Background: an optimization exercise with open tools, aiming at small area, a short achievable clock period and few clock cycles per item. Do not read the settings as production practice.
No functional check of the RTL was part of any run shown here.
Power is estimated from default activity; no workload was simulated.

==> design.v <==
module vesc_fext (
    input  wire       clk,
    input  wire       rst,
    input  wire       in_valid,
    input  wire [7:0] in_data,
    input  wire       in_last,
    output wire       in_ready,
    output wire       out_valid,
    output wire [7:0] out_data,
    output wire       out_last,
    output wire       out_found,
    output wire [6:0] out_len,
    input  wire       out_ready
);
    function [15:0] crc_step;
        input [15:0] c;
        input [7:0]  b;
        reg   [15:0] t;
        begin
            t = {c[7:0], c[15:8]};
            t = t ^ {8'h00, b};
            t = t ^ {12'h000, t[7:4]};
            t = t ^ {t[3:0], 12'h000};
            t = t ^ {3'b000, t[7:0], 5'b00000};
            crc_step = t;
        end
    endfunction
    reg  [1023:0] ring;
    reg  [6:0]    T, T1;     
    wire [7:0]    r127 = ring[1023:1016];
    wire [7:0]    r126 = ring[1015:1008];
    wire [7:0]    tap  = ring[1007:1000];
    reg        iv;           
    reg        iw;           
    reg        ie;           
    reg        il;           
    reg [7:0]  id;
    always @(posedge clk)
        ring <= {ring[1015:0], iw ? id : r127};
    reg        dv;           
    reg        dbig, dovf;
    reg        bf;           
    reg [6:0]  bL, bp;
    wire       rescan = dv & dovf & ~bf & ~dbig;
    wire       push   = dv & ~rescan;
    wire       pfound = bf & ~dbig;
    wire [6:0] pL     = pfound ? bL : 7'd0;
    wire       pF     = pfound & (bL != 7'd0);
    reg [3:0]  v;            
    reg [3:0]  qf, qF;       
    reg [6:0]  qL0, qL1, qL2, qL3;
    reg [6:0]  qp0, qp1, qp2, qp3;
    reg [3:0]  mr;           
    reg [6:0]  left;         
    reg        lz;           
    reg        ov;
    wire       F0 = v[0] & qF[0];
    wire       F1 = v[1] & qF[1];
    wire       F2 = v[2] & qF[2];
    wire       F3 = v[3] & qF[3];
    wire       avail = v[0] & (~qF[0] | mr[0]);
    wire       lastb = ~qF[0] | lz;
    wire       ld    = ~ov | out_ready;
    wire       take  = ld & avail;
    wire       pop   = take & lastb;
    wire       cap   = take & F0;
    wire       busyT = F0 ? mr[0] : F1 ? mr[1] : F2 ? mr[2] : F3 & mr[3];
    wire       sfree = ~busyT | cap;
    reg        in_ready_r;
    reg        inbuf;        
    reg [6:0]  nb;           
    reg        big_acc;      
    reg [6:0]  jd;           
    reg        jbad;         
    reg [2:0]  owed;         
    reg        ovf;          
    reg        rs;           
    wire xfer   = in_valid & in_ready_r;
    wire start  = xfer & ~inbuf;
    wire [2:0] owed_n = owed + {2'b00, start} - {2'b00, pop};
    wire o0 = (owed == 3'd0), o1 = (owed == 3'd1), o3 = (owed < 3'd3), o4 = ~owed[2];
    wire z_ns  = pop ? o1 : o0;
    wire lt_ns = pop | o4;
    wire lt_s  = pop ? o4 : o3;
    wire al    = (jd == 7'd0);
    wire jok   = al | ~jbad;
    wire z_x   = inbuf & z_ns;
    wire lt_x  = inbuf ? lt_ns : lt_s;
    wire rdy_x  = in_last ? (~ovf & ~rs & (z_x | (lt_x & sfree & (~big_acc | jok))))
                          : (big_acc | (nb == 7'd127) | sfree);
    wire rdy_nx = big_acc ? 1'b1 :
                  inbuf   ? (al & sfree) :
                  (~ovf & ~rs & (z_ns | (lt_ns & jok & sfree)));
    wire rdy_n  = xfer ? rdy_x : rdy_nx;
    reg        rsw;          
    reg        rsf;          
    reg [6:0]  rs_start;     
    reg [6:0]  rs_last;      
    wire       rs_go   = rsw & (T == rs_start);
    wire       feed    = rs_go | rsf;
    wire       feedend = (T == rs_last);
    always @(posedge clk) begin
        id <= rs ? r126 : in_data;
        il <= rs ? feedend : in_last;
        if (rst) begin
            in_ready_r <= 1'b0;
            iv      <= 1'b0;
            iw      <= 1'b0;
            ie      <= 1'b0;
            inbuf   <= 1'b0;
            nb      <= 7'd0;
            big_acc <= 1'b0;
            jd      <= 7'd0;
            jbad    <= 1'b0;
            owed    <= 3'd0;
            rsf     <= 1'b0;
            rsw     <= 1'b0;
        end else begin
            in_ready_r <= rdy_n;
            iv      <= rs ? feed : (xfer & ~big_acc);
            iw      <= xfer & ~big_acc;
            ie      <= xfer & in_last;
            owed    <= owed_n;
            if (xfer) begin
                inbuf   <= ~in_last;
                big_acc <= ~in_last & (big_acc | (nb == 7'd127));
                nb      <= in_last ? 7'd0 : nb + {6'd0, ~big_acc};
            end
            if (xfer & ~big_acc) begin
                jd   <= 7'd1;
                jbad <= ~sfree;
            end else begin
                jd   <= jd + 7'd1;
                if (jd == 7'd127)
                    jbad <= 1'b0;
                else if (~sfree | (push & rs))
                    jbad <= 1'b1;
            end
            rsf <= feed & ~feedend;
            rsw <= (rsw & ~rs_go) | rescan;
        end
    end
    reg [7:0]  rem;          
    reg        d1_03, d2_03, d1_00;
    reg [7:0]  ovf_rem;      
    reg        bz0, bz1;     
    reg [15:0] crc0, crc1;
    reg [6:0]  cnt0, cnt1;
    reg [6:0]  L0, L1;
    reg [6:0]  p0s, p1s;     
    reg        o;            
    wire       ev    = iv;
    wire [7:0] eb    = id;
    wire       eend  = rs ? (iv & il) : ie;
    wire       bign  = ie & ~iw;    
    wire t0 = bz0 & (cnt0 == 7'd0);
    wire t1 = bz1 & (cnt1 == 7'd0);
    wire is03 = (eb == 8'h03);
    wire pa0 = ev & t0 & is03 & (crc0 == 16'd0) & ((L0 != 7'd0) | ~il);
    wire pa1 = ev & t1 & is03 & (crc1 == 16'd0) & ((L1 != 7'd0) | ~il);
    wire w1  = pa1 & ~(pa0 & o);              
    wire pany = pa0 | pa1;
    wire cand  = ev & d2_03 & d1_00 & ~rem[7] & (eb <= rem);
    wire aok   = cand & ~bf & ~ovf;
    wire fr0   = ~bz0 | t0;
    wire fr1   = ~bz1 | t1;
    wire al0   = aok & fr0;
    wire al1   = aok & ~fr0 & fr1;
    wire alx   = aok & ~fr0 & ~fr1;
    wire [6:0] Tm1 = T - 7'd1;
    wire [7:0] rem5 = rem + 8'd5;
    always @(posedge clk) begin
        if (ev) begin
            if (bz0 & ~t0) begin crc0 <= crc_step(crc0, eb); cnt0 <= cnt0 - 7'd1; end
            if (bz1 & ~t1) begin crc1 <= crc_step(crc1, eb); cnt1 <= cnt1 - 7'd1; end
            if (al0) begin crc0 <= 16'd0; cnt0 <= eb[6:0] + 7'd2; L0 <= eb[6:0]; p0s <= Tm1; end
            if (al1) begin crc1 <= 16'd0; cnt1 <= eb[6:0] + 7'd2; L1 <= eb[6:0]; p1s <= Tm1; end
            if (pany) begin bL <= w1 ? L1 : L0; bp <= w1 ? p1s : p0s; end
            if (alx) begin
                ovf_rem  <= rem + 8'd2;
                rs_start <= T - 7'd3;
            end
        end
        if (eend & ~rs)
            rs_last <= Tm1;
        if (rst) begin
            rem <= 8'd124;
            d1_03 <= 1'b0; d2_03 <= 1'b0; d1_00 <= 1'b0;
            ovf <= 1'b0; rs <= 1'b0;
            bz0 <= 1'b0; bz1 <= 1'b0; o <= 1'b0; bf <= 1'b0;
            dv <= 1'b0; dbig <= 1'b0; dovf <= 1'b0;
        end else begin
            dv <= eend;
            if (eend) begin
                dbig <= bign;
                dovf <= ovf & ($signed(rem5) <= $signed(ovf_rem));
            end
            if (eend) begin
                rem <= 8'd124;
                d1_03 <= 1'b0; d2_03 <= 1'b0; d1_00 <= 1'b0;
                bz0 <= 1'b0; bz1 <= 1'b0;
                if (pany) bf <= 1'b1;
            end else if (ev) begin
                rem   <= rem - 8'd1;
                d1_03 <= is03;
                d2_03 <= d1_03;
                d1_00 <= (eb == 8'h00);
                if (pany) bf <= 1'b1;
                if (alx & ~pany) ovf <= 1'b1;
                if (al0 & ~pany) bz0 <= 1'b1;
                else if (t0 | (pa1 & ~o)) bz0 <= 1'b0;
                if (al1 & ~pany) bz1 <= 1'b1;
                else if (t1 | (pa0 & o)) bz1 <= 1'b0;
                if (al0) o <= 1'b0;
                if (al1) o <= 1'b1;
            end
            if (dv) begin
                bf  <= 1'b0;
                ovf <= 1'b0;
                rs  <= rescan;
                if (rescan)
                    rem <= ovf_rem;
            end
        end
    end
    reg [7:0] od;
    reg       olast, ofound;
    reg [6:0] olen;
    wire [3:0] vn = pop ? {1'b0, v[3:1]} : v;
    wire [3:0] pk = push ? (vn ^ {vn[2:0], 1'b1}) : 4'd0;
    wire cB  = (bp  == T1);
    wire c0  = (qp0 == T1), c1 = (qp1 == T1), c2 = (qp2 == T1), c3 = (qp3 == T1);
    always @(posedge clk) begin
        if (pop) begin
            qf[2:0] <= qf[3:1]; qF[2:0] <= qF[3:1];
            qL0 <= qL1; qL1 <= qL2; qL2 <= qL3;
            qp0 <= qp1; qp1 <= qp2; qp2 <= qp3;
            mr[0] <= c1; mr[1] <= c2; mr[2] <= c3;
        end else begin
            if (cap) begin qp0 <= qp0 + 7'd1; mr[0] <= 1'b1; end
            else mr[0] <= c0;
            mr[1] <= c1; mr[2] <= c2; mr[3] <= c3;
        end
        if (pk[0]) begin qf[0] <= pfound; qF[0] <= pF; qL0 <= pL; qp0 <= bp; mr[0] <= cB; end
        if (pk[1]) begin qf[1] <= pfound; qF[1] <= pF; qL1 <= pL; qp1 <= bp; mr[1] <= cB; end
        if (pk[2]) begin qf[2] <= pfound; qF[2] <= pF; qL2 <= pL; qp2 <= bp; mr[2] <= cB; end
        if (pk[3]) begin qf[3] <= pfound; qF[3] <= pF; qL3 <= pL; qp3 <= bp; mr[3] <= cB; end
        if (pop) begin
            left <= pk[0] ? pL - 7'd1 : qL1 - 7'd1;
            lz   <= pk[0] ? (pL == 7'd1) : (qL1 == 7'd1);
        end else if (cap) begin
            left <= left - 7'd1;
            lz   <= (left == 7'd1);
        end else if (pk[0]) begin
            left <= pL - 7'd1;
            lz   <= (pL == 7'd1);
        end
        if (ld) begin
            od     <= F0 ? tap : 8'h00;
            olast  <= lastb;
            ofound <= qf[0];
            olen   <= qL0;
        end
        if (rst) begin
            v <= 4'd0; ov <= 1'b0;
            T <= 7'd0; T1 <= 7'd1;
        end else begin
            T  <= T + 7'd1;
            T1 <= T1 + 7'd1;
            v  <= vn | pk;
            if (ld) ov <= avail;
        end
    end
    assign in_ready  = in_ready_r;
    assign out_valid = ov;
    assign out_data  = od;
    assign out_last  = olast;
    assign out_found = ofound;
    assign out_len   = olen;
endmodule
==> run.sh <==
#!/bin/bash
# synth_recipe.tcl (not shown) runs the flow's synth.tcl, then flattens the netlist and writes it again
# the make line also repeats each setting of config.mk as NAME=value (left out here)
make -C /OpenROAD-flow-scripts/flow DESIGN_CONFIG=/design/flow/config.mk WORK_HOME=/design/flow/orfs CLKGATE_MAP_FILE= SYNTH_SCRIPT=/design/flow/synth_recipe.tcl finish
==> config.mk <==
export PLATFORM = sky130hd
export DESIGN_NAME = vesc_fext
export DESIGN_NICKNAME = vesc_fext
export VERILOG_FILES = /design/flow/design.v
export SDC_FILE = /design/flow/constraint.sdc
export NUM_CORES = 4
export LEC_CHECK = 0
export CAP_MARGIN = 20
export CORE_MARGIN = 2
export CORE_UTILIZATION = 40
export SLEW_MARGIN = 20
==> constraint.sdc <==
create_clock -name core_clock -period 10.0 [get_ports {clk}]
set_input_delay 2.0000 -clock core_clock [delete_from_list [all_inputs] [get_ports {clk}]]
set_output_delay 2.0000 -clock core_clock [all_outputs]
set_load 0.01 [all_outputs]
==> flow_summary.html, run 1 <==
<table>
<tr><th>Metric</th><th>Value</th></tr>
<tr><th colspan="2">Synth</th></tr>
<tr><td>Number of warnings issued by yosys</td><td>1</td></tr>
<tr><td>Parity-gate share of the synthesized area counting xor and xnor cells</td><td>~4.6%</td></tr>
<tr><td>Simple-gate area share of the yosys netlist</td><td>under 10%</td></tr>
<tr><td>Synthesized area per cell</td><td>between 15 and 20 um^2</td></tr>
<tr><td>Number of distinct library cells after synthesis</td><td>between 60 and 70</td></tr>
<tr><td>Combinational family with the most area after synthesis</td><td>simple AND/OR/NAND/NOR gates</td></tr>
<tr><td>Ys async rst share</td><td>0%</td></tr>
<tr><td>Fraction of the mapped netlist area in compound gates</td><td>between 2 and 2.5%</td></tr>
<tr><td>Number of register bits inferred by synthesis</td><td>1301</td></tr>
<tr><td>Syn Nets</td><td>between 2000 and 2500</td></tr>
<tr><td>Sequential cell area fraction in the yosys report</td><td>about 80%</td></tr>
<tr><td>Number of flops mapped to enable cells by yosys</td><td>200</td></tr>
<tr><td>Multiplexer share of the synthesized area</td><td>about 2.7%</td></tr>
<tr><td>Most used DFF post-synth</td><td>sky130_fd_sc_hd__dfxtp_1</td></tr>
<tr><td>Cell area after technology mapping</td><td>roughly 0.034 mm^2</td></tr>
<tr><td>Adder-cell share of the synthesized area</td><td>roughly 1.7%</td></tr>
<tr><td>Number of standard cells after synthesis</td><td>between 2000 and 2500</td></tr>
<tr><th colspan="2">Clock network</th></tr>
<tr><td>CTS clock-pin slew for the worst setup and hold paths</td><td>0.07 ns</td></tr>
<tr><td>CTS H-Tree Depth</td><td>3</td></tr>
<tr><td>Count of buffers added by post-CTS timing repair for setup</td><td>0</td></tr>
<tr><td>CTS max path bufs</td><td>3</td></tr>
<tr><td>Clock sink count</td><td>roughly 1300</td></tr>
<tr><td>Clock tree from TritonCTS</td><td>built</td></tr>
<tr><td>Number of gates given a new drive strength after cts</td><td>0</td></tr>
<tr><td>Root buffer cell</td><td>sky130_fd_sc_hd__clkbuf_16</td></tr>
<tr><td>Hold buffer count at cts</td><td>0</td></tr>
<tr><td>Clock latency on the worst-skew pair</td><td>roughly 0.67 ns</td></tr>
<tr><td>Number of buffers created by CTS</td><td>roughly 120</td></tr>
<tr><th colspan="2">Pwr</th></tr>
<tr><td>Lkg Pwr</td><td>roughly 0.015 uW</td></tr>
<tr><td>Worst ir drop on vdd</td><td>around 0.16 mV</td></tr>
<tr><td>Total design power</td><td>about 10000 uW</td></tr>
<tr><td>Pwr per Cell Area</td><td>251 mW/mm^2</td></tr>
<tr><th colspan="2">Global routing</th></tr>
<tr><td>First-pass GRT wire length</td><td>just over 80000 um</td></tr>
<tr><td>Antenna violations before repair</td><td>2</td></tr>
<tr><td>Maximum number of pins on one net before global-route repair</td><td>52</td></tr>
<tr><td>Gr ovfl total</td><td>0</td></tr>
<tr><td>Global-route usage over all layers</td><td>between 10% and 20%</td></tr>
<tr><td>Via count of the first global-routing pass</td><td>around 16000</td></tr>
<tr><th colspan="2">Timing</th></tr>
<tr><td>Number of hold-slack violations in the final timing report</td><td>0</td></tr>
<tr><td>Final Max Slew Viols</td><td>0</td></tr>
<tr><td>Slew at the pin closest to its max-slew limit</td><td>1.05 ns</td></tr>
<tr><td>Fin worst setup slack</td><td>approximately 4.8 ns</td></tr>
<tr><td>Final setup vio count</td><td>0</td></tr>
<tr><td>Slew headroom</td><td>between 20 and 30%</td></tr>
<tr><td>Maximum frequency from static timing analysis</td><td>about 190 MHz</td></tr>
<tr><td>Setup TNS Final</td><td>0 ns</td></tr>
<tr><td>Worst-case clock skew</td><td>approximately 0.016 ns</td></tr>
<tr><td>RSZ-0062 raised after global routing</td><td>no</td></tr>
<tr><td>Clock period minus final worst setup slack</td><td>slightly above 5 ns</td></tr>
<tr><td>Period utilisation layout</td><td>51.7%</td></tr>
<tr><th colspan="2">Floorplanning</th></tr>
<tr><td>Initial core utilization</td><td>approximately 40%</td></tr>
<tr><td>Full die area</td><td>around 0.088 mm^2</td></tr>
<tr><td>Num ports</td><td>32</td></tr>
<tr><td>Site Rows</td><td>107</td></tr>
<tr><td>Core Footprint</td><td>approximately 0.085 mm^2</td></tr>
<tr><td>Die Y</td><td>approximately 300 um</td></tr>
<tr><td>Horiz. Die Dim</td><td>296 um</td></tr>
<tr><th colspan="2">Layout</th></tr>
<tr><td>Fraction of layout cells with a size suffix above 1</td><td>a little under an eighth</td></tr>
<tr><td>Highest-count cells in the layout ignoring fill and taps</td><td>1101 x sky130_fd_sc_hd__dfxtp_1, 200 x sky130_fd_sc_hd__edfxtp_1, 119 x sky130_fd_sc_hd__clkbuf_16</td></tr>
<tr><td>Most common cell after layout, fill and taps aside</td><td>sky130_fd_sc_hd__dfxtp_1</td></tr>
<tr><td>Final standard cell utilization of the core</td><td>around 47%</td></tr>
<tr><td>Total inserted antenna cells</td><td>0</td></tr>
<tr><td>NumNets Final</td><td>approximately 2400</td></tr>
<tr><td>Number of standard cells in the layout, taps in and fillers out</td><td>3556</td></tr>
<tr><td>Area growth from synthesis to layout</td><td>16.1%</td></tr>
<tr><th colspan="2">Drt</th></tr>
<tr><td>Per-cell via count in the routed design</td><td>approximately 4.3</td></tr>
<tr><td>Antenna-violating nets left</td><td>0</td></tr>
<tr><td>Starting DRT DRC Count</td><td>about 830</td></tr>
<tr><td>Post-Route WL</td><td>a little under 50000 um</td></tr>
<tr><td>Total vias in the final route</td><td>between 15000 and 20000</td></tr>
<tr><td>Remaining design rule violation count</td><td>0</td></tr>
<tr><td>Router iterations before antenna repair</td><td>5</td></tr>
<tr><td>Wire length per cell after detailed routing</td><td>approximately 14 um</td></tr>
<tr><th colspan="2">Run</th></tr>
<tr><td>Max_cap viols</td><td>0</td></tr>
<tr><th colspan="2">Min path</th></tr>
<tr><td>Min-delay worst type</td><td>reg2reg</td></tr>
<tr><th colspan="2">Placed design</th></tr>
<tr><td>Global placement routability congestion</td><td>0.814</td></tr>
<tr><td>Count of buffers from port buffering</td><td>31</td></tr>
<tr><td>Half-perimeter wire length after detailed placement</td><td>between 20000 and 30000 um</td></tr>
<tr><td>Number of cells in the design after placement</td><td>3338</td></tr>
<tr><td>Setup slack at placement</td><td>roughly 4.1 ns</td></tr>
<tr><th colspan="2">Worst setup path</th></tr>
<tr><td>Critical setup path kind</td><td>in2reg</td></tr>
<tr><td>Required time reported for the critical path endpoint</td><td>roughly 10 ns</td></tr>
<tr><td>Crit path launch type</td><td>input port</td></tr>
<tr><td>Maximum fanout encountered on the critical timing path</td><td>27</td></tr>
<tr><td>Category of the worst setup path capture point</td><td>flip-flop</td></tr>
<tr><td>Worst reg2reg setup slack</td><td>6.24 ns</td></tr>
<tr><td>Signal arrival time at the worst endpoint</td><td>between 5 and 6 ns</td></tr>
<tr><th colspan="2">Status</th></tr>
<tr><td>Result of the run</td><td>timing/DRC/antenna clean</td></tr>
</table>
## worst max-delay path, stage by stage
cell and delay (ns):
sky130_fd_sc_hd__clkdlybuf4s50_1 0.40, sky130_fd_sc_hd__nor2b_1 0.33, sky130_fd_sc_hd__inv_1 0.45, sky130_fd_sc_hd__nand3b_2 0.64, sky130_fd_sc_hd__clkinv_1 0.18, sky130_fd_sc_hd__nand2_1 0.14, sky130_fd_sc_hd__nand3_1 0.11, sky130_fd_sc_hd__a21oi_2 0.72
sky130_fd_sc_hd__or2_2 0.49
## worst paths after layout
check / to / startpoint / depth (start not counted)
max: qf[2] / out_ready / 9
min: ring[54] / ring[46] / 0
max reg2reg: qf[2] / ov / 8
min reg2reg: ring[54] / ring[46] / 0
## power breakdown
| group | internal [uW] | switching (uW) |
|---|---|---|
| registers | 5370 | 40.7 |
| clock network | 2540 | 1880 |
| logic | 57.2 | 68.7 |
## cell usage after synthesis, types with 5 or more instances
library cell	number	area (um^2)
sky130_fd_sc_hd__a211oi_1	5	37.5
sky130_fd_sc_hd__a21oi_1	44	220
sky130_fd_sc_hd__a31oi_1	8	50.1
sky130_fd_sc_hd__and2_1	7	43.8
sky130_fd_sc_hd__and3_1	16	100
sky130_fd_sc_hd__buf_1	7	26.3
sky130_fd_sc_hd__clkbuf_1	41	154
sky130_fd_sc_hd__dfxtp_1	1101	22000
sky130_fd_sc_hd__edfxtp_1	200	6010
sky130_fd_sc_hd__ha_1	44	551
sky130_fd_sc_hd__inv_1	46	173
sky130_fd_sc_hd__mux2_2	56	631
sky130_fd_sc_hd__mux2_4	10	150
sky130_fd_sc_hd__mux2i_1	13	130
sky130_fd_sc_hd__nand2_1	79	297
sky130_fd_sc_hd__nand2b_1	16	100
sky130_fd_sc_hd__nand3_1	35	175
sky130_fd_sc_hd__nand3b_1	5	37.5
sky130_fd_sc_hd__nand4_1	14	87.6
sky130_fd_sc_hd__nor2_1	106	398
sky130_fd_sc_hd__nor2b_1	13	81.3
sky130_fd_sc_hd__nor3_1	20	100
sky130_fd_sc_hd__nor4_1	21	131
sky130_fd_sc_hd__nor4b_1	7	61.3
sky130_fd_sc_hd__o211ai_1	5	37.5
sky130_fd_sc_hd__o21ai_0	43	215
sky130_fd_sc_hd__o22ai_1	6	37.5
sky130_fd_sc_hd__or3_1	8	50.1
sky130_fd_sc_hd__or4_1	5	37.5
sky130_fd_sc_hd__xnor2_1	104	911
sky130_fd_sc_hd__xor2_1	77	674
## cell type report
class	instances	area (um^2)
multi-input combinational	808	5740
sequential	1301	28000
tap	1144	1430
timing repair buffer	38	358
fill	7326	45200
clock inverter	50	502
clock buffer	168	3440
inverter	47	176
## logic make-up after synthesis
family / after synthesis
multiplexers: 79
AND/OR/NAND/NOR: 366
adder cells (fa/ha/maj): 45
AO/OA/AOI/OAI: 137
flip-flops: 1301
XOR/XNOR: 181
buffers and inverters: 102
## through the flow
stage               hold slack [ns]  instance area (um^2)
floorplan                     0.310                 34200
global placement              0.311                 35700
detailed placement            0.312                 35700
CTS                           0.304                 39700
global route                  0.320                 39700
finish                        0.311                 39700
## sequential cells by signal, summed over array words and instances (netlist names), 8 cells and up
register,count
ovf_rem,8
crc0,16
crc1,16
od,8
id,8
ring,1024
rem,8
## layer usage
metal,vias up,track usage [%],wire length (um)
met5,-,0,11
met4,2,4.92,1470
met3,119,3.08,2750
met2,319,16.6,20500
met1,7358,16.3,24800
li1,7593,-,-
==> inputs of run 2 (changes only) <==
--- a/config.mk
+++ b/config.mk
@@ -8,4 +8,6 @@
 export CAP_MARGIN = 20
 export CORE_MARGIN = 2
-export CORE_UTILIZATION = 40
+export CORE_UTILIZATION = 65
+export CTS_CLUSTER_DIAMETER = 60
+export CTS_CLUSTER_SIZE = 32
 export SLEW_MARGIN = 20
==> flow_summary.html, run 2 <==
<table>
<tr><th>Metric</th><th>Value</th></tr>
<tr><th colspan="2">Worst setup path</th></tr>
<tr><td>Crit path launch type</td><td>input port</td></tr>
<tr><td>Critical path buffer and inverter count</td><td>4 (+1)</td></tr>
<tr><td>Category of the worst setup path capture point</td><td>flip-flop</td></tr>
<tr><td>Required time reported for the critical path endpoint</td><td>10.30 ns (-0.02 ns)</td></tr>
<tr><td>Slowest-stage cell, CP</td><td>sky130_fd_sc_hd__clkinv_1</td></tr>
<tr><td>Highest cell delay on the worst timing path</td><td>0.75 ns (+0.03 ns)</td></tr>
<tr><td>Signal arrival time at the worst endpoint</td><td>6.26 ns (+0.77 ns)</td></tr>
<tr><td>Critical setup path kind</td><td>in2reg</td></tr>
<tr><td>Family of cells with the greatest summed delay on the critical path</td><td>buffers and inverters</td></tr>
<tr><td>Chain of cells forming the critical path</td><td>clkdlybuf4s50_1, nor2b_1, inv_1, nand3b_2, buf_4, clkinv_1, nand2_1, nand3_1, a21oi_2, or2_2</td></tr>
<tr><td>Maximum fanout encountered on the critical timing path</td><td>27 (unchanged)</td></tr>
<tr><th colspan="2">Drt</th></tr>
<tr><td>Per-cell via count in the routed design</td><td>5.00 (+15%)</td></tr>
<tr><td>Met3 routed wirelength</td><td>1870 um (-32%)</td></tr>
<tr><td>WL met1</td><td>23900 um (-3.6%)</td></tr>
<tr><td>Starting DRT DRC Count</td><td>859 (+4.0%)</td></tr>
<tr><td>Wire length per cell after detailed routing</td><td>16.4 um (+18%)</td></tr>
<tr><td>Top sig layer</td><td>met5</td></tr>
<tr><td>Post-Route WL</td><td>48700 um (-1.4%)</td></tr>
<tr><td>Routed length on met2</td><td>22200 um (+8.3%)</td></tr>
<tr><td>Remaining design rule violation count</td><td>0 (unchanged)</td></tr>
<tr><td>Router iterations before antenna repair</td><td>5 (unchanged)</td></tr>
<tr><td>Total vias in the final route</td><td>14800 (-3.7%)</td></tr>
<tr><td>Antenna-violating nets left</td><td>0 (unchanged)</td></tr>
<tr><th colspan="2">Clock network</th></tr>
<tr><td>CTS H-Tree Depth</td><td>2 (-1)</td></tr>
<tr><td>CTS max path bufs</td><td>3 (unchanged)</td></tr>
<tr><td>Root buffer cell</td><td>sky130_fd_sc_hd__clkbuf_16</td></tr>
<tr><td>Hold buffer count at cts</td><td>0 (unchanged)</td></tr>
<tr><td>Clock sink count</td><td>1301 (unchanged)</td></tr>
<tr><td>Clock latency on the worst-skew pair</td><td>0.65 ns (-0.02 ns)</td></tr>
<tr><td>CTS clock-pin slew for the worst setup and hold paths</td><td>0.10 ns (+0.03 ns)</td></tr>
<tr><td>Clock tree from TritonCTS</td><td>built</td></tr>
<tr><td>Number of gates given a new drive strength after cts</td><td>0 (unchanged)</td></tr>
<tr><td>Number of buffers created by CTS</td><td>53 (-54%)</td></tr>
<tr><td>Count of buffers added by post-CTS timing repair for setup</td><td>0 (unchanged)</td></tr>
<tr><th colspan="2">Synth</th></tr>
<tr><td>Area share of the largest cell type after synthesis</td><td>64.5% (unchanged)</td></tr>
<tr><td>Commonest cells post-synth</td><td>1101 x sky130_fd_sc_hd__dfxtp_1, 200 x sky130_fd_sc_hd__edfxtp_1, 106 x sky130_fd_sc_hd__nor2_1, 104 x sky130_fd_sc_hd__xnor2_1, 79 x sky130_fd_sc_hd__nand2_1</td></tr>
<tr><td>Most used DFF post-synth</td><td>sky130_fd_sc_hd__dfxtp_1</td></tr>
<tr><td>Top cells by area, synth</td><td>sky130_fd_sc_hd__dfxtp_1 64%, sky130_fd_sc_hd__edfxtp_1 18%, sky130_fd_sc_hd__xnor2_1 2.7%</td></tr>
<tr><td>Synthesized area per cell</td><td>15.5 um^2 (unchanged)</td></tr>
<tr><td>Number of warnings issued by yosys</td><td>1 (unchanged)</td></tr>
<tr><td>Sequential cell area fraction in the yosys report</td><td>82.1% (unchanged)</td></tr>
<tr><td>Number of standard cells after synthesis</td><td>2211 (unchanged)</td></tr>
<tr><td>Ys async rst share</td><td>0% (unchanged)</td></tr>
<tr><td>Syn Nets</td><td>2269 (unchanged)</td></tr>
<tr><td>Number of distinct library cells after synthesis</td><td>66 (unchanged)</td></tr>
<tr><td>Number of register bits inferred by synthesis</td><td>1301 (unchanged)</td></tr>
<tr><td>Number of flops mapped to enable cells by yosys</td><td>200 (unchanged)</td></tr>
<tr><td>Most area-hungry cell type in the Yosys netlist</td><td>sky130_fd_sc_hd__dfxtp_1</td></tr>
<tr><td>Cell area after technology mapping</td><td>0.0342 mm^2 (unchanged)</td></tr>
<tr><td>Most common cell in the synthesized netlist</td><td>sky130_fd_sc_hd__dfxtp_1</td></tr>
<tr><th colspan="2">Layout</th></tr>
<tr><td>Register with the most flip-flops</td><td>ring</td></tr>
<tr><td>Fill cells</td><td>3426 (-53%)</td></tr>
<tr><td>Area growth from synthesis to layout</td><td>7.98%</td></tr>
<tr><td>Post-layout instance area</td><td>0.0369 mm^2 (-7.0%)</td></tr>
<tr><td>Number of flip-flops under the largest register name</td><td>1024 (unchanged)</td></tr>
<tr><td>NumNets Final</td><td>2308 (-2.6%)</td></tr>
<tr><td>Area taken by flip-flops and latches</td><td>0.0280 mm^2 (unchanged)</td></tr>
<tr><td>Number of standard cells in the layout, taps in and fillers out</td><td>2965 (-17%)</td></tr>
<tr><td>Largest registers ranked by flip-flop count</td><td>ring: 1024 flops, crc0: 16 flops, crc1: 16 flops</td></tr>
<tr><td>Highest-count cells in the layout ignoring fill and taps</td><td>1101 x sky130_fd_sc_hd__dfxtp_1, 200 x sky130_fd_sc_hd__edfxtp_1, 106 x sky130_fd_sc_hd__nor2_1</td></tr>
<tr><td>Total inserted antenna cells</td><td>0 (unchanged)</td></tr>
<tr><td>Multi-input gate area</td><td>0.00574 mm^2 (+0.11%)</td></tr>
<tr><td>Fraction of layout cells with a size suffix above 1</td><td>7.38% (-4.5 points)</td></tr>
<tr><td>Most common cell after layout, fill and taps aside</td><td>sky130_fd_sc_hd__dfxtp_1</td></tr>
<tr><th colspan="2">Placed design</th></tr>
<tr><td>Half-perimeter wire length after detailed placement</td><td>30500 um (+4.4%)</td></tr>
<tr><td>Count of buffers from port buffering</td><td>31 (unchanged)</td></tr>
<tr><td>Total cell area at the placement stage</td><td>0.0352 mm^2 (-1.6%)</td></tr>
<tr><td>Global placement routability congestion</td><td>0.817 (+0.42%)</td></tr>
<tr><td>Number of cells in the design after placement</td><td>2883 (-14%)</td></tr>
<tr><th colspan="2">Timing</th></tr>
<tr><td>RSZ-0062 raised after global routing</td><td>no</td></tr>
<tr><td>Setup TNS Final</td><td>0 ns (unchanged)</td></tr>
<tr><td>Final Max Slew Viols</td><td>0 (unchanged)</td></tr>
<tr><td>Number of hold-slack violations in the final timing report</td><td>0 (unchanged)</td></tr>
<tr><td>Worst hold margin</td><td>0.325 ns (+0.0137 ns)</td></tr>
<tr><td>Maximum frequency from static timing analysis</td><td>168 MHz (-13%)</td></tr>
<tr><td>Slew headroom</td><td>38.1% (+8.2 points)</td></tr>
<tr><td>Clock period minus final worst setup slack</td><td>5.96 ns (+0.792 ns)</td></tr>
<tr><td>Period utilisation layout</td><td>59.6% (+7.9 points)</td></tr>
<tr><td>Worst-case clock skew</td><td>0.0254 ns (+0.00978 ns)</td></tr>
<tr><td>Final setup vio count</td><td>0 (unchanged)</td></tr>
<tr><td>Slew at the pin closest to its max-slew limit</td><td>0.929 ns (-0.122 ns)</td></tr>
<tr><th colspan="2">Pwr</th></tr>
<tr><td>Worst ir drop on vdd</td><td>0.224 mV (+43%)</td></tr>
<tr><td>Pwr per Cell Area</td><td>221 mW/mm^2 (-12%)</td></tr>
<tr><td>Lkg Pwr</td><td>0.0141 uW (-7.4%)</td></tr>
<tr><th colspan="2">Floorplanning</th></tr>
<tr><td>Initial core utilization</td><td>65.4% (+25 points)</td></tr>
<tr><td>Site Rows</td><td>84 (-21%)</td></tr>
<tr><td>Full die area</td><td>0.0544 mm^2 (-38%)</td></tr>
<tr><td>Core Footprint</td><td>0.0522 mm^2 (-38%)</td></tr>
<tr><td>Horiz. Die Dim</td><td>233 um (-21%)</td></tr>
<tr><td>Die Y</td><td>233 um (-21%)</td></tr>
<tr><td>Num ports</td><td>32 (unchanged)</td></tr>
<tr><th colspan="2">Global routing</th></tr>
<tr><td>Gr ovfl total</td><td>0 (unchanged)</td></tr>
<tr><td>First-pass GRT wire length</td><td>77100 um (-5.7%)</td></tr>
<tr><td>Maximum number of pins on one net before global-route repair</td><td>52 (unchanged)</td></tr>
<tr><td>Via count of the first global-routing pass</td><td>14500 (-6.4%)</td></tr>
<tr><td>Global-route usage over all layers</td><td>18.0% (+6.5 points)</td></tr>
<tr><td>Antenna violations before repair</td><td>3 (+1)</td></tr>
<tr><th colspan="2">Min path</th></tr>
<tr><td>Min-delay worst type</td><td>reg2reg</td></tr>
<tr><th colspan="2">Status</th></tr>
<tr><td>Result of the run</td><td>timing/DRC/antenna clean</td></tr>
<tr><th colspan="2">Run</th></tr>
<tr><td>Max_cap viols</td><td>0 (unchanged)</td></tr>
</table>
[run 2: cell counts after synthesis]
No cell type changed its count.
[run 2: final cells by class]
class                           count  area share, %
Timing Repair Buffer               39          0.990
Inverter                           47          0.478
Clock buffer                       60           3.77
Sequential cell                  1301           76.0
Clock inverter                     22          0.861
Multi-Input combinational cell    808           15.6
Tap cell                          688           2.33
[run 2: path summary, 6_finish.rpt]
| check | start | to | slack (ns) | depth (start not counted) |
|---|---|---|---|---|
| worst max-delay path | out_ready | qf[2] | 4.04 | 10 |
| worst min-delay path | ring[994] | ring[1002] | 0.33 | 0 |
| worst max register to register | ov | qf[2] | 5.44 | 9 |
| worst min register to register | ring[994] | ring[1002] | 0.33 | 0 |
[run 2: metrics by stage]
stage               util [%]  worst slack [ns]  power [uW]
finish                  70.6              4.04        8160
global route            70.6              3.69        8420
detailed placement      67.4              3.44        5650
CTS                     70.6              4.10        8240
global placement        67.3              3.68        5640
floorplan                  -              5.59        5600
[run 2: routing by layer]
metal / GRT usage, % / vias up
met4: 4.82 / 2
met5: 0 / -
met1: 26.2 / 7140
met3: 2.61 / 55
li1: - / 7395
met2: 28.7 / 223
[run 2: cells by family (layout without fill, tap and decap cells)]
family	Yosys count	after routing	synth area share [%]
simple gates	366	366	5.33
fa+ha+maj	45	45	1.67
flops	1301	1301	82.1
mux	79	79	2.67
buf+inv	102	168	1.22
xor+xnor	181	181	4.64
compound gates	137	137	2.41
[run 2: worst register-to-register path, delay by kind of cell (launching register included)]
family / cells / cell delay, ns
simple gates: 5 / 1.59
flops: 1 / 0.35
buf+inv: 3 / 1.55
compound gates: 1 / 0.73
[run 2: where the power goes]
part | switching, uW | internal, uW
combinational | 66.2 | 56.9
sequential | 40.9 | 5370
clock | 1560 | 1070
total | 1670 | 6490
==> inputs of run 3 (changes only) <==
--- a/config.mk
+++ b/config.mk
@@ -6,8 +6,8 @@
 export NUM_CORES = 4
 export LEC_CHECK = 0
+export ABC_CLOCK_PERIOD_IN_PS = 4000
 export CAP_MARGIN = 20
 export CORE_MARGIN = 2
 export CORE_UTILIZATION = 65
-export CTS_CLUSTER_DIAMETER = 60
-export CTS_CLUSTER_SIZE = 32
+export SETUP_SLACK_MARGIN = 5
 export SLEW_MARGIN = 20
==> flow_summary.html, run 3 <==
<table>
<tr><th>Metric</th><th>Value</th></tr>
<tr><th colspan="2">Synth</th></tr>
<tr><td>Syn Nets</td><td>2269 (unchanged)</td></tr>
<tr><td>Number of standard cells after synthesis</td><td>2211 (unchanged)</td></tr>
<tr><td>Most used DFF post-synth</td><td>sky130_fd_sc_hd__dfxtp_1</td></tr>
<tr><td>Cell area after technology mapping</td><td>0.0342 mm^2 (unchanged)</td></tr>
<tr><td>Synthesized area per cell</td><td>15.5 um^2 (unchanged)</td></tr>
<tr><td>Number of flops mapped to enable cells by yosys</td><td>200 (unchanged)</td></tr>
<tr><td>Number of warnings issued by yosys</td><td>1 (unchanged)</td></tr>
<tr><td>Most common cell in the synthesized netlist</td><td>sky130_fd_sc_hd__dfxtp_1</td></tr>
<tr><td>Ys async rst share</td><td>0% (unchanged)</td></tr>
<tr><td>Number of register bits inferred by synthesis</td><td>1301 (unchanged)</td></tr>
<tr><td>Top cells by area, synth</td><td>sky130_fd_sc_hd__dfxtp_1 64%, sky130_fd_sc_hd__edfxtp_1 18%, sky130_fd_sc_hd__xnor2_1 2.7%</td></tr>
<tr><td>Commonest cells post-synth</td><td>1101 x sky130_fd_sc_hd__dfxtp_1, 200 x sky130_fd_sc_hd__edfxtp_1, 106 x sky130_fd_sc_hd__nor2_1, 104 x sky130_fd_sc_hd__xnor2_1, 79 x sky130_fd_sc_hd__nand2_1</td></tr>
<tr><td>Most area-hungry cell type in the Yosys netlist</td><td>sky130_fd_sc_hd__dfxtp_1</td></tr>
<tr><td>Number of distinct library cells after synthesis</td><td>66 (unchanged)</td></tr>
<tr><td>Area share of the largest cell type after synthesis</td><td>64.5% (unchanged)</td></tr>
<tr><td>Sequential cell area fraction in the yosys report</td><td>82.1% (unchanged)</td></tr>
<tr><th colspan="2">Timing</th></tr>
<tr><td>Worst-case clock skew</td><td>0.0375 ns (+0.0121 ns)</td></tr>
<tr><td>Slew headroom</td><td>39.7% (+1.6 points)</td></tr>
<tr><td>Final setup vio count</td><td>0 (unchanged)</td></tr>
<tr><td>Slew at the pin closest to its max-slew limit</td><td>0.901 ns (-0.0286 ns)</td></tr>
<tr><td>Maximum frequency from static timing analysis</td><td>215 MHz (+28%)</td></tr>
<tr><td>Final Max Slew Viols</td><td>0 (unchanged)</td></tr>
<tr><td>Worst hold margin</td><td>0.316 ns (-0.00932 ns)</td></tr>
<tr><td>Number of hold-slack violations in the final timing report</td><td>0 (unchanged)</td></tr>
<tr><td>Clock period minus final worst setup slack</td><td>4.65 ns (-1.31 ns)</td></tr>
<tr><td>Period utilisation layout</td><td>46.5% (-13 points)</td></tr>
<tr><td>RSZ-0062 raised after global routing</td><td>no</td></tr>
<tr><td>Setup TNS Final</td><td>0 ns (unchanged)</td></tr>
<tr><th colspan="2">Worst setup path</th></tr>
<tr><td>Slowest-stage cell, CP</td><td>sky130_fd_sc_hd__nand2_1</td></tr>
<tr><td>Category of the worst setup path capture point</td><td>flip-flop</td></tr>
<tr><td>Highest cell delay on the worst timing path</td><td>0.59 ns (-0.16 ns)</td></tr>
<tr><td>Critical setup path kind</td><td>in2reg</td></tr>
<tr><td>Chain of cells forming the critical path</td><td>clkdlybuf4s50_1, nor2b_2, clkinvlp_4, nand3b_2, buf_4, o21ai_0, xnor2_1, nand2_1, nand2_1</td></tr>
<tr><td>Critical path buffer and inverter count</td><td>3 (-1)</td></tr>
<tr><td>Maximum fanout encountered on the critical timing path</td><td>27 (unchanged)</td></tr>
<tr><td>Required time reported for the critical path endpoint</td><td>10.27 ns (-0.03 ns)</td></tr>
<tr><td>Most prevalent standard cell on the critical path</td><td>sky130_fd_sc_hd__nand2_1</td></tr>
<tr><td>Signal arrival time at the worst endpoint</td><td>4.92 ns (-1.34 ns)</td></tr>
<tr><td>Crit path launch type</td><td>input port</td></tr>
<tr><td>Family of cells with the greatest summed delay on the critical path</td><td>simple AND/OR/NAND/NOR gates</td></tr>
<tr><th colspan="2">Global routing</th></tr>
<tr><td>First-pass GRT wire length</td><td>85400 um (+11%)</td></tr>
<tr><td>Maximum number of pins on one net before global-route repair</td><td>52 (unchanged)</td></tr>
<tr><td>Antenna violations before repair</td><td>3 (unchanged)</td></tr>
<tr><td>Gr ovfl total</td><td>0 (unchanged)</td></tr>
<tr><td>Via count of the first global-routing pass</td><td>15800 (+8.7%)</td></tr>
<tr><td>Global-route usage over all layers</td><td>20.3% (+2.3 points)</td></tr>
<tr><th colspan="2">Placed design</th></tr>
<tr><td>Global placement routability congestion</td><td>0.817 (unchanged)</td></tr>
<tr><td>Count of buffers from port buffering</td><td>31 (unchanged)</td></tr>
<tr><td>Total cell area at the placement stage</td><td>0.0352 mm^2 (unchanged)</td></tr>
<tr><td>Half-perimeter wire length after detailed placement</td><td>30500 um (unchanged)</td></tr>
<tr><th colspan="2">Pwr</th></tr>
<tr><td>Sw Ratio</td><td>19.7% (-0.79 points)</td></tr>
<tr><td>Lkg Pwr</td><td>0.0152 uW (+7.9%)</td></tr>
<tr><td>Switching pwr</td><td>1950 uW (+17%)</td></tr>
<tr><td>Worst ir drop on vdd</td><td>0.197 mV (-12%)</td></tr>
<tr><td>Power share of the combinational group</td><td>1.3% (-0.2 points)</td></tr>
<tr><td>Pwr per Cell Area</td><td>254 mW/mm^2 (+15%)</td></tr>
<tr><td>Total design power</td><td>9940 uW (+22%)</td></tr>
<tr><td>Internal power</td><td>7990 uW (+23%)</td></tr>
<tr><td>Share of power burned in the clock network</td><td>44.3% (+12 points)</td></tr>
<tr><td>Sequential cell fraction of total power</td><td>54.4% (-12 points)</td></tr>
<tr><th colspan="2">Clock network</th></tr>
<tr><td>Clock tree from TritonCTS</td><td>built</td></tr>
<tr><td>Number of buffers created by CTS</td><td>110 (+110%)</td></tr>
<tr><td>Clock latency on the worst-skew pair</td><td>0.66 ns (about the same)</td></tr>
<tr><td>CTS clock-pin slew for the worst setup and hold paths</td><td>0.06 ns (-0.04 ns)</td></tr>
<tr><td>Clock sink count</td><td>1301 (unchanged)</td></tr>
<tr><td>Root buffer cell</td><td>sky130_fd_sc_hd__clkbuf_16</td></tr>
<tr><td>CTS H-Tree Depth</td><td>3 (+1)</td></tr>
<tr><td>CTS max path bufs</td><td>3 (unchanged)</td></tr>
<tr><td>Hold buffer count at cts</td><td>0 (unchanged)</td></tr>
<tr><th colspan="2">Layout</th></tr>
<tr><td>Most common cell after layout, fill and taps aside</td><td>sky130_fd_sc_hd__dfxtp_1</td></tr>
<tr><td>NumNets Final</td><td>2369 (+2.6%)</td></tr>
<tr><td>Post-layout instance area</td><td>0.0391 mm^2 (+6.0%)</td></tr>
<tr><td>Number of flip-flops under the largest register name</td><td>1024 (unchanged)</td></tr>
<tr><td>Largest registers ranked by flip-flop count</td><td>ring: 1024 flops, crc0: 16 flops, crc1: 16 flops</td></tr>
<tr><td>Fill cells</td><td>3083 (-10%)</td></tr>
<tr><td>Register with the most flip-flops</td><td>ring</td></tr>
<tr><td>Total inserted antenna cells</td><td>0 (unchanged)</td></tr>
<tr><td>Area growth from synthesis to layout</td><td>14.5%</td></tr>
<tr><td>Highest-count cells in the layout ignoring fill and taps</td><td>1101 x sky130_fd_sc_hd__dfxtp_1, 200 x sky130_fd_sc_hd__edfxtp_1, 116 x sky130_fd_sc_hd__clkbuf_16</td></tr>
<tr><td>Fraction of layout cells with a size suffix above 1</td><td>11.6% (+4.2 points)</td></tr>
<tr><th colspan="2">Drt</th></tr>
<tr><td>Antenna-violating nets left</td><td>0 (unchanged)</td></tr>
<tr><td>Post-Route WL</td><td>53800 um (+10%)</td></tr>
<tr><td>Router iterations before antenna repair</td><td>5 (unchanged)</td></tr>
<tr><td>Total vias in the final route</td><td>15400 (+3.9%)</td></tr>
<tr><td>Wire length per cell after detailed routing</td><td>17.4 um (+5.8%)</td></tr>
<tr><td>Per-cell via count in the routed design</td><td>4.97 (-0.44%)</td></tr>
<tr><td>Starting DRT DRC Count</td><td>806 (-6.2%)</td></tr>
<tr><td>Remaining design rule violation count</td><td>0 (unchanged)</td></tr>
<tr><th colspan="2">Floorplanning</th></tr>
<tr><td>Num ports</td><td>32 (unchanged)</td></tr>
<tr><td>Horiz. Die Dim</td><td>233 um (unchanged)</td></tr>
<tr><td>Die Y</td><td>233 um (unchanged)</td></tr>
<tr><td>Core Footprint</td><td>0.0522 mm^2 (unchanged)</td></tr>
<tr><td>Full die area</td><td>0.0544 mm^2 (unchanged)</td></tr>
<tr><td>Initial core utilization</td><td>65.4% (unchanged)</td></tr>
<tr><td>Site Rows</td><td>84 (unchanged)</td></tr>
<tr><th colspan="2">Min path</th></tr>
<tr><td>Min-delay worst type</td><td>reg2reg</td></tr>
<tr><th colspan="2">Status</th></tr>
<tr><td>Result of the run</td><td>timing/DRC/antenna clean</td></tr>
<tr><th colspan="2">Run</th></tr>
<tr><td>Max_cap viols</td><td>0 (unchanged)</td></tr>
</table>
-- run 3: worst register-to-register path, cell delays in order (launching register included) --
cell	delay, ns
sky130_fd_sc_hd__dfxtp_1	0.60
sky130_fd_sc_hd__inv_1	0.22
sky130_fd_sc_hd__ha_1	0.33
sky130_fd_sc_hd__nand4_1	0.08
sky130_fd_sc_hd__nor2_1	0.14
sky130_fd_sc_hd__a21oi_1	0.11
sky130_fd_sc_hd__or3_1	0.48
sky130_fd_sc_hd__nor3_2	0.63
sky130_fd_sc_hd__buf_4	0.48
sky130_fd_sc_hd__mux2_2	0.41
-- run 3: power groups by stage --
stage | Clock (uW) | Sequential (uW) | Combinational, uW
after floorplan | 0 | 5500 | 103
after global placement | 0 | 5520 | 119
after detailed placement | 0 | 5530 | 123
after CTS | 4510 | 5410 | 125
after global routing | 4700 | 5420 | 140
final | 4400 | 5410 | 125
-- run 3: routing by layer --
metal	part of all wire, %	vias up	GRT usage, %
met5	0.013	-	0
li1	-	7580	-
met4	2.0	2	6.59
met2	48	282	33.7
met3	4.1	85	3.63
met1	46	7438	27.2
-- run 3: logic make-up (layout without fill, tap and decap cells) --
kind of cell	Yosys count	after routing	share of synthesized area, %
flops	1301	1301	82.1
simple gates	366	366	5.33
xor+xnor	181	181	4.64
compound gates	137	137	2.41
buf+inv	102	296	1.22
mux	79	79	2.67
fa+ha+maj	45	45	1.67
-- run 3: area by class of cell --
cell class / count / area, um^2 / share of cell area [%]
repair buffers: 42 / 400 / 1.02
flip-flops and latches: 1301 / 28000 / 71.7
clock buffers: 153 / 3230 / 8.26
clock inverters: 53 / 648 / 1.66
inverters: 47 / 183 / 0.467
well taps: 688 / 861 / 2.20
repair inverters: 1 / 5.00 / 0.0128
multi-input cells: 808 / 5750 / 14.7
-- run 3: worst paths after layout --
| check | startpoint | end | slack, ns | cells after the start |
|---|---|---|---|---|
| setup / recovery | out_ready | qL1[5] | 5.35 | 9 |
| hold / removal | ring[934] | ring[942] | 0.32 | 0 |
| setup reg to reg | id[0] | cnt1[2] | 6.27 | 9 |
| hold reg to reg | ring[934] | ring[942] | 0.32 | 0 |
-- run 3: timing repair --
item / CTS / global route
cloned: 1 / 0
resized for setup: 4 / 1
hold endpoints to repair: 0 / 0
pin swaps: 1 / 0
setup endpoints to repair: 35 / 33
setup buffers: 3 / 0
-- run 3: stage by stage --
step	instances	utilization, %	setup WS, ns
floorplan	2211	-	5.59
finish	3093	74.9	5.35
global placement	2883	67.3	3.68
detailed placement	2883	67.4	3.44
CTS	3093	74.9	5.16
global route	3093	74.9	5.16
==> inputs of run 4 (changes only) <==
--- a/config.mk
+++ b/config.mk
@@ -6,5 +6,4 @@
 export NUM_CORES = 4
 export LEC_CHECK = 0
-export ABC_CLOCK_PERIOD_IN_PS = 4000
 export CAP_MARGIN = 20
 export CORE_MARGIN = 2
==> flow_summary.html, run 4 <==
<table>
<tr><th>Metric</th><th>Value</th></tr>
<tr><th colspan="2">Synth</th></tr>
<tr><td>Most used DFF post-synth</td><td>sky130_fd_sc_hd__dfxtp_1</td></tr>
<tr><td>Syn Nets</td><td>2269 (unchanged)</td></tr>
<tr><td>Top cells by area, synth</td><td>sky130_fd_sc_hd__dfxtp_1 64%, sky130_fd_sc_hd__edfxtp_1 18%, sky130_fd_sc_hd__xnor2_1 2.7%</td></tr>
<tr><td>Number of flops mapped to enable cells by yosys</td><td>200 (unchanged)</td></tr>
<tr><td>Ys async rst share</td><td>0% (unchanged)</td></tr>
<tr><td>Sequential cell area fraction in the yosys report</td><td>82.1% (unchanged)</td></tr>
<tr><td>Number of warnings issued by yosys</td><td>1 (unchanged)</td></tr>
<tr><td>Most area-hungry cell type in the Yosys netlist</td><td>sky130_fd_sc_hd__dfxtp_1</td></tr>
<tr><td>Cell area after technology mapping</td><td>0.0342 mm^2 (unchanged)</td></tr>
<tr><td>Number of register bits inferred by synthesis</td><td>1301 (unchanged)</td></tr>
<tr><td>Synthesized area per cell</td><td>15.5 um^2 (unchanged)</td></tr>
<tr><td>Area share of the largest cell type after synthesis</td><td>64.5% (unchanged)</td></tr>
<tr><td>Number of standard cells after synthesis</td><td>2211 (unchanged)</td></tr>
<tr><td>Number of distinct library cells after synthesis</td><td>66 (unchanged)</td></tr>
<tr><td>Commonest cells post-synth</td><td>1101 x sky130_fd_sc_hd__dfxtp_1, 200 x sky130_fd_sc_hd__edfxtp_1, 106 x sky130_fd_sc_hd__nor2_1, 104 x sky130_fd_sc_hd__xnor2_1, 79 x sky130_fd_sc_hd__nand2_1</td></tr>
<tr><td>Most common cell in the synthesized netlist</td><td>sky130_fd_sc_hd__dfxtp_1</td></tr>
<tr><th colspan="2">Layout</th></tr>
<tr><td>Fraction of layout cells with a size suffix above 1</td><td>11.6% (unchanged)</td></tr>
<tr><td>Total inserted antenna cells</td><td>0 (unchanged)</td></tr>
<tr><td>Most common cell after layout, fill and taps aside</td><td>sky130_fd_sc_hd__dfxtp_1</td></tr>
<tr><td>Fill cells</td><td>3083 (unchanged)</td></tr>
<tr><td>NumNets Final</td><td>2369 (unchanged)</td></tr>
<tr><td>Largest registers ranked by flip-flop count</td><td>ring: 1024 flops, crc0: 16 flops, crc1: 16 flops</td></tr>
<tr><td>Highest-count cells in the layout ignoring fill and taps</td><td>1101 x sky130_fd_sc_hd__dfxtp_1, 200 x sky130_fd_sc_hd__edfxtp_1, 116 x sky130_fd_sc_hd__clkbuf_16</td></tr>
<tr><td>Number of flip-flops under the largest register name</td><td>1024 (unchanged)</td></tr>
<tr><td>Area growth from synthesis to layout</td><td>14.5% (unchanged)</td></tr>
<tr><td>Final standard cell utilization of the core</td><td>74.9% (unchanged)</td></tr>
<tr><td>Register with the most flip-flops</td><td>ring</td></tr>
<tr><td>Area taken by flip-flops and latches</td><td>0.0280 mm^2 (unchanged)</td></tr>
<tr><td>Multi-input gate area</td><td>0.00575 mm^2 (unchanged)</td></tr>
<tr><th colspan="2">Pwr</th></tr>
<tr><td>Power share of the combinational group</td><td>1.3% (about the same)</td></tr>
<tr><td>Switching pwr</td><td>1950 uW (unchanged)</td></tr>
<tr><td>Lkg Pwr</td><td>0.0152 uW (unchanged)</td></tr>
<tr><td>Worst ir drop on vdd</td><td>0.197 mV (unchanged)</td></tr>
<tr><td>Sequential cell fraction of total power</td><td>54.4% (about the same)</td></tr>
<tr><td>Share of power burned in the clock network</td><td>44.3% (about the same)</td></tr>
<tr><td>Sw Ratio</td><td>19.7% (unchanged)</td></tr>
<tr><td>Pwr per Cell Area</td><td>254 mW/mm^2 (unchanged)</td></tr>
<tr><td>Internal power</td><td>7990 uW (unchanged)</td></tr>
<tr><th colspan="2">Run</th></tr>
<tr><td>Max_cap viols</td><td>0 (unchanged)</td></tr>
<tr><th colspan="2">Placed design</th></tr>
<tr><td>Count of buffers from port buffering</td><td>31 (unchanged)</td></tr>
<tr><td>Global placement routability congestion</td><td>0.817 (unchanged)</td></tr>
<tr><td>Half-perimeter wire length after detailed placement</td><td>30500 um (unchanged)</td></tr>
<tr><th colspan="2">Worst setup path</th></tr>
<tr><td>Cell count of the worst reg-to-reg path</td><td>9 (unchanged)</td></tr>
<tr><td>Highest cell delay on the worst timing path</td><td>0.59 ns (about the same)</td></tr>
<tr><td>Slowest-stage cell, CP</td><td>sky130_fd_sc_hd__nand2_1</td></tr>
<tr><td>Capturing point of the worst reg2reg path</td><td>cnt1[2]</td></tr>
<tr><td>Category of the worst setup path capture point</td><td>flip-flop</td></tr>
<tr><td>Critical setup path kind</td><td>in2reg</td></tr>
<tr><td>Most prevalent standard cell on the critical path</td><td>sky130_fd_sc_hd__nand2_1</td></tr>
<tr><td>Chain of cells forming the critical path</td><td>clkdlybuf4s50_1, nor2b_2, clkinvlp_4, nand3b_2, buf_4, o21ai_0, xnor2_1, nand2_1, nand2_1</td></tr>
<tr><td>Worst reg2reg setup slack</td><td>6.27 ns (about the same)</td></tr>
<tr><td>Required time reported for the critical path endpoint</td><td>10.27 ns (about the same)</td></tr>
<tr><td>Signal arrival time at the worst endpoint</td><td>4.92 ns (about the same)</td></tr>
<tr><td>RR Startpoint</td><td>id[0]</td></tr>
<tr><td>Crit path launch type</td><td>input port</td></tr>
<tr><td>Maximum fanout encountered on the critical timing path</td><td>27 (unchanged)</td></tr>
<tr><th colspan="2">Floorplanning</th></tr>
<tr><td>Site Rows</td><td>84 (unchanged)</td></tr>
<tr><td>Horiz. Die Dim</td><td>233 um (unchanged)</td></tr>
<tr><td>Initial core utilization</td><td>65.4% (unchanged)</td></tr>
<tr><td>Core Footprint</td><td>0.0522 mm^2 (unchanged)</td></tr>
<tr><td>Num ports</td><td>32 (unchanged)</td></tr>
<tr><td>Die Y</td><td>233 um (unchanged)</td></tr>
<tr><td>Full die area</td><td>0.0544 mm^2 (unchanged)</td></tr>
<tr><th colspan="2">Min path</th></tr>
<tr><td>Min-delay worst type</td><td>reg2reg</td></tr>
<tr><td>Cell count of the worst hold path</td><td>0 (unchanged)</td></tr>
<tr><td>Hold path startpoint</td><td>ring[934]</td></tr>
<tr><td>Hold worst-path end</td><td>ring[942]</td></tr>
<tr><th colspan="2">Status</th></tr>
<tr><td>Result of the run</td><td>timing/DRC/antenna clean</td></tr>
<tr><th colspan="2">Clock network</th></tr>
<tr><td>Clock sink count</td><td>1301 (unchanged)</td></tr>
<tr><td>CTS clock-pin slew for the worst setup and hold paths</td><td>0.06 ns (about the same)</td></tr>
<tr><td>Number of buffers created by CTS</td><td>110 (unchanged)</td></tr>
<tr><td>Clock latency on the worst-skew pair</td><td>0.66 ns (about the same)</td></tr>
<tr><td>Root buffer cell</td><td>sky130_fd_sc_hd__clkbuf_16</td></tr>
<tr><td>Clock tree from TritonCTS</td><td>built</td></tr>
<tr><td>CTS H-Tree Depth</td><td>3 (unchanged)</td></tr>
<tr><td>Hold buffer count at cts</td><td>0 (unchanged)</td></tr>
<tr><td>CTS max path bufs</td><td>3 (unchanged)</td></tr>
<tr><th colspan="2">Global routing</th></tr>
<tr><td>Maximum number of pins on one net before global-route repair</td><td>52 (unchanged)</td></tr>
<tr><td>Global-route usage over all layers</td><td>20.3% (unchanged)</td></tr>
<tr><td>Antenna violations before repair</td><td>3 (unchanged)</td></tr>
<tr><td>First-pass GRT wire length</td><td>85400 um (unchanged)</td></tr>
<tr><td>Via count of the first global-routing pass</td><td>15800 (unchanged)</td></tr>
<tr><td>Gr ovfl total</td><td>0 (unchanged)</td></tr>
<tr><th colspan="2">Drt</th></tr>
<tr><td>Total vias in the final route</td><td>15400 (unchanged)</td></tr>
<tr><td>Router iterations before antenna repair</td><td>5 (unchanged)</td></tr>
<tr><td>Starting DRT DRC Count</td><td>806 (unchanged)</td></tr>
<tr><td>Wire length per cell after detailed routing</td><td>17.4 um (unchanged)</td></tr>
<tr><td>Remaining design rule violation count</td><td>0 (unchanged)</td></tr>
<tr><td>Post-Route WL</td><td>53800 um (unchanged)</td></tr>
<tr><td>Per-cell via count in the routed design</td><td>4.97 (unchanged)</td></tr>
<tr><td>Antenna-violating nets left</td><td>0 (unchanged)</td></tr>
<tr><th colspan="2">Timing</th></tr>
<tr><td>Slew headroom</td><td>39.7% (unchanged)</td></tr>
<tr><td>Period utilisation layout</td><td>46.5% (unchanged)</td></tr>
<tr><td>Slew at the pin closest to its max-slew limit</td><td>0.901 ns (unchanged)</td></tr>
<tr><td>Final Max Slew Viols</td><td>0 (unchanged)</td></tr>
<tr><td>Number of hold-slack violations in the final timing report</td><td>0 (unchanged)</td></tr>
<tr><td>RSZ-0062 raised after global routing</td><td>no</td></tr>
<tr><td>Setup TNS Final</td><td>0 ns (unchanged)</td></tr>
<tr><td>Maximum frequency from static timing analysis</td><td>215 MHz (unchanged)</td></tr>
<tr><td>Final setup vio count</td><td>0 (unchanged)</td></tr>
<tr><td>Clock period minus final worst setup slack</td><td>4.65 ns (unchanged)</td></tr>
<tr><td>Worst-case clock skew</td><td>0.0375 ns (unchanged)</td></tr>
</table>
[run 4: area by class of cell]
type / count / share of cell area [%]
flip-flops and latches: 1301 / 71.7
multi-input cells: 808 / 14.7
clock buffers: 153 / 8.26
well taps: 688 / 2.20
clock inverters: 53 / 1.66
repair buffers: 42 / 1.02
inverters: 47 / 0.467
repair inverters: 1 / 0.0128
[run 4: critical path, delay by kind of cell]
| kind | cells | cell delay, ns |
|---|---|---|
| AND/OR/NAND/NOR | 4 | 1.42 |
| buffers and inverters | 3 | 1.13 |
| XOR/XNOR | 1 | 0.20 |
| AO/OA/AOI/OAI | 1 | 0.15 |
[run 4: how the worst max path moves through the flow]
stage | startpoint | slack, ns | to | cells after the start
floorplan | out_ready | 5.59 | qF[2] | 9
global placement | out_ready | 3.68 | qL2[2] | 10
detailed placement | out_ready | 3.44 | qL2[3] | 10
CTS | out_ready | 5.16 | qp2[2] | 11
global route | out_ready | 5.16 | qp1[3] | 9
finish | out_ready | 5.35 | qL1[5] | 9
[run 4: kinds of logic after synthesis]
kind of cell	Yosys count	synth area share, %
buffers and inverters	102	1.22
AOI/OAI and AO/OA	137	2.41
and+or+nand+nor	366	5.33
xor gates and xnor gates	181	4.64
DFF	1301	82.1
adders and majority gates	45	1.67
muxes	79	2.67
[run 4: metrics by stage]
stage	power, uW	std cells	setup WS, ns	cell area [um^2]	hold slack, ns
5_1_grt	10300	3093	5.16	39100	0.322
3_3_place_gp	5640	2883	3.68	35200	0.309
2_1_floorplan	5600	2211	5.59	34200	0.310
4_1_cts	10000	3093	5.16	39100	0.318
3_5_place_dp	5650	2883	3.44	35200	0.312
6_report	9940	3093	5.35	39100	0.316
[run 4: timing repair]
| item | 4_1_cts | 5_1_grt |
|---|---|---|
| buffers inserted | 3 | 0 |
| gates resized for setup | 4 | 1 |
| pin swaps | 1 | 0 |
| hold endpoints to repair | 0 | 0 |
| endpoints found under the setup margin | 35 | 33 |
| cloned | 1 | 0 |
[run 4: power groups by stage]
stage | logic (uW) | registers [uW] | clock network (uW)
2_1_floorplan | 103 | 5500 | 0
3_3_place_gp | 119 | 5520 | 0
3_5_place_dp | 123 | 5530 | 0
4_1_cts | 125 | 5410 | 4510
5_1_grt | 140 | 5420 | 4700
6_report | 125 | 5410 | 4400
[run 4: layer usage]
metal	share of wire (%)	vias to the layer above	GRT usage [%]	wire length [um]
met5	0.013	-	0	7
met4	2.0	2	6.59	1060
met3	4.1	85	3.63	2190
met2	48	282	33.7	26000
met1	46	7438	27.2	24500
li1	-	7580	-	-

## static timing again, ports no longer ideal
Ports are ideal in the flow. The routed layouts listed here were re-timed in OpenROAD. Step 1: set_driving_cell puts a clkbuf_16 on clk and a buf_2 on each other input, an assumption about the parent block. Step 2 times the ports against the registers' clock, not the clock port: input delays grow and output delays shrink by t, the midpoint of the rising clock arrivals with the driver on. Slacks: ideal / step 1 / step 2; pairs: ideal / step 1.
run | shift t [ns] | setup slack, ns | worst hold slack (ns) | worst register clock-pin slew, ns | pins driven straight from the clock port
run 1 | 0.717 | 4.833 / 4.865 / 4.148 | 0.311 / 0.311 / 0.311 | 0.07 / 0.07 | 1
run 2 | 0.690 | 4.041 / 4.064 / 3.374 | 0.325 / 0.325 / 0.325 | 0.11 / 0.11 | 1
run 3 | 0.704 | 5.348 / 5.376 / 4.673 | 0.316 / 0.316 / 0.316 | 0.07 / 0.07 | 1
run 4 | 0.704 | 5.348 / 5.376 / 4.673 | 0.316 / 0.316 / 0.316 | 0.07 / 0.07 | 1
After both steps setup and hold are still met in every run listed. The setup slack of run 1, which loses most, moves by +0.032 ns with the drivers and by -0.685 ns with both steps.
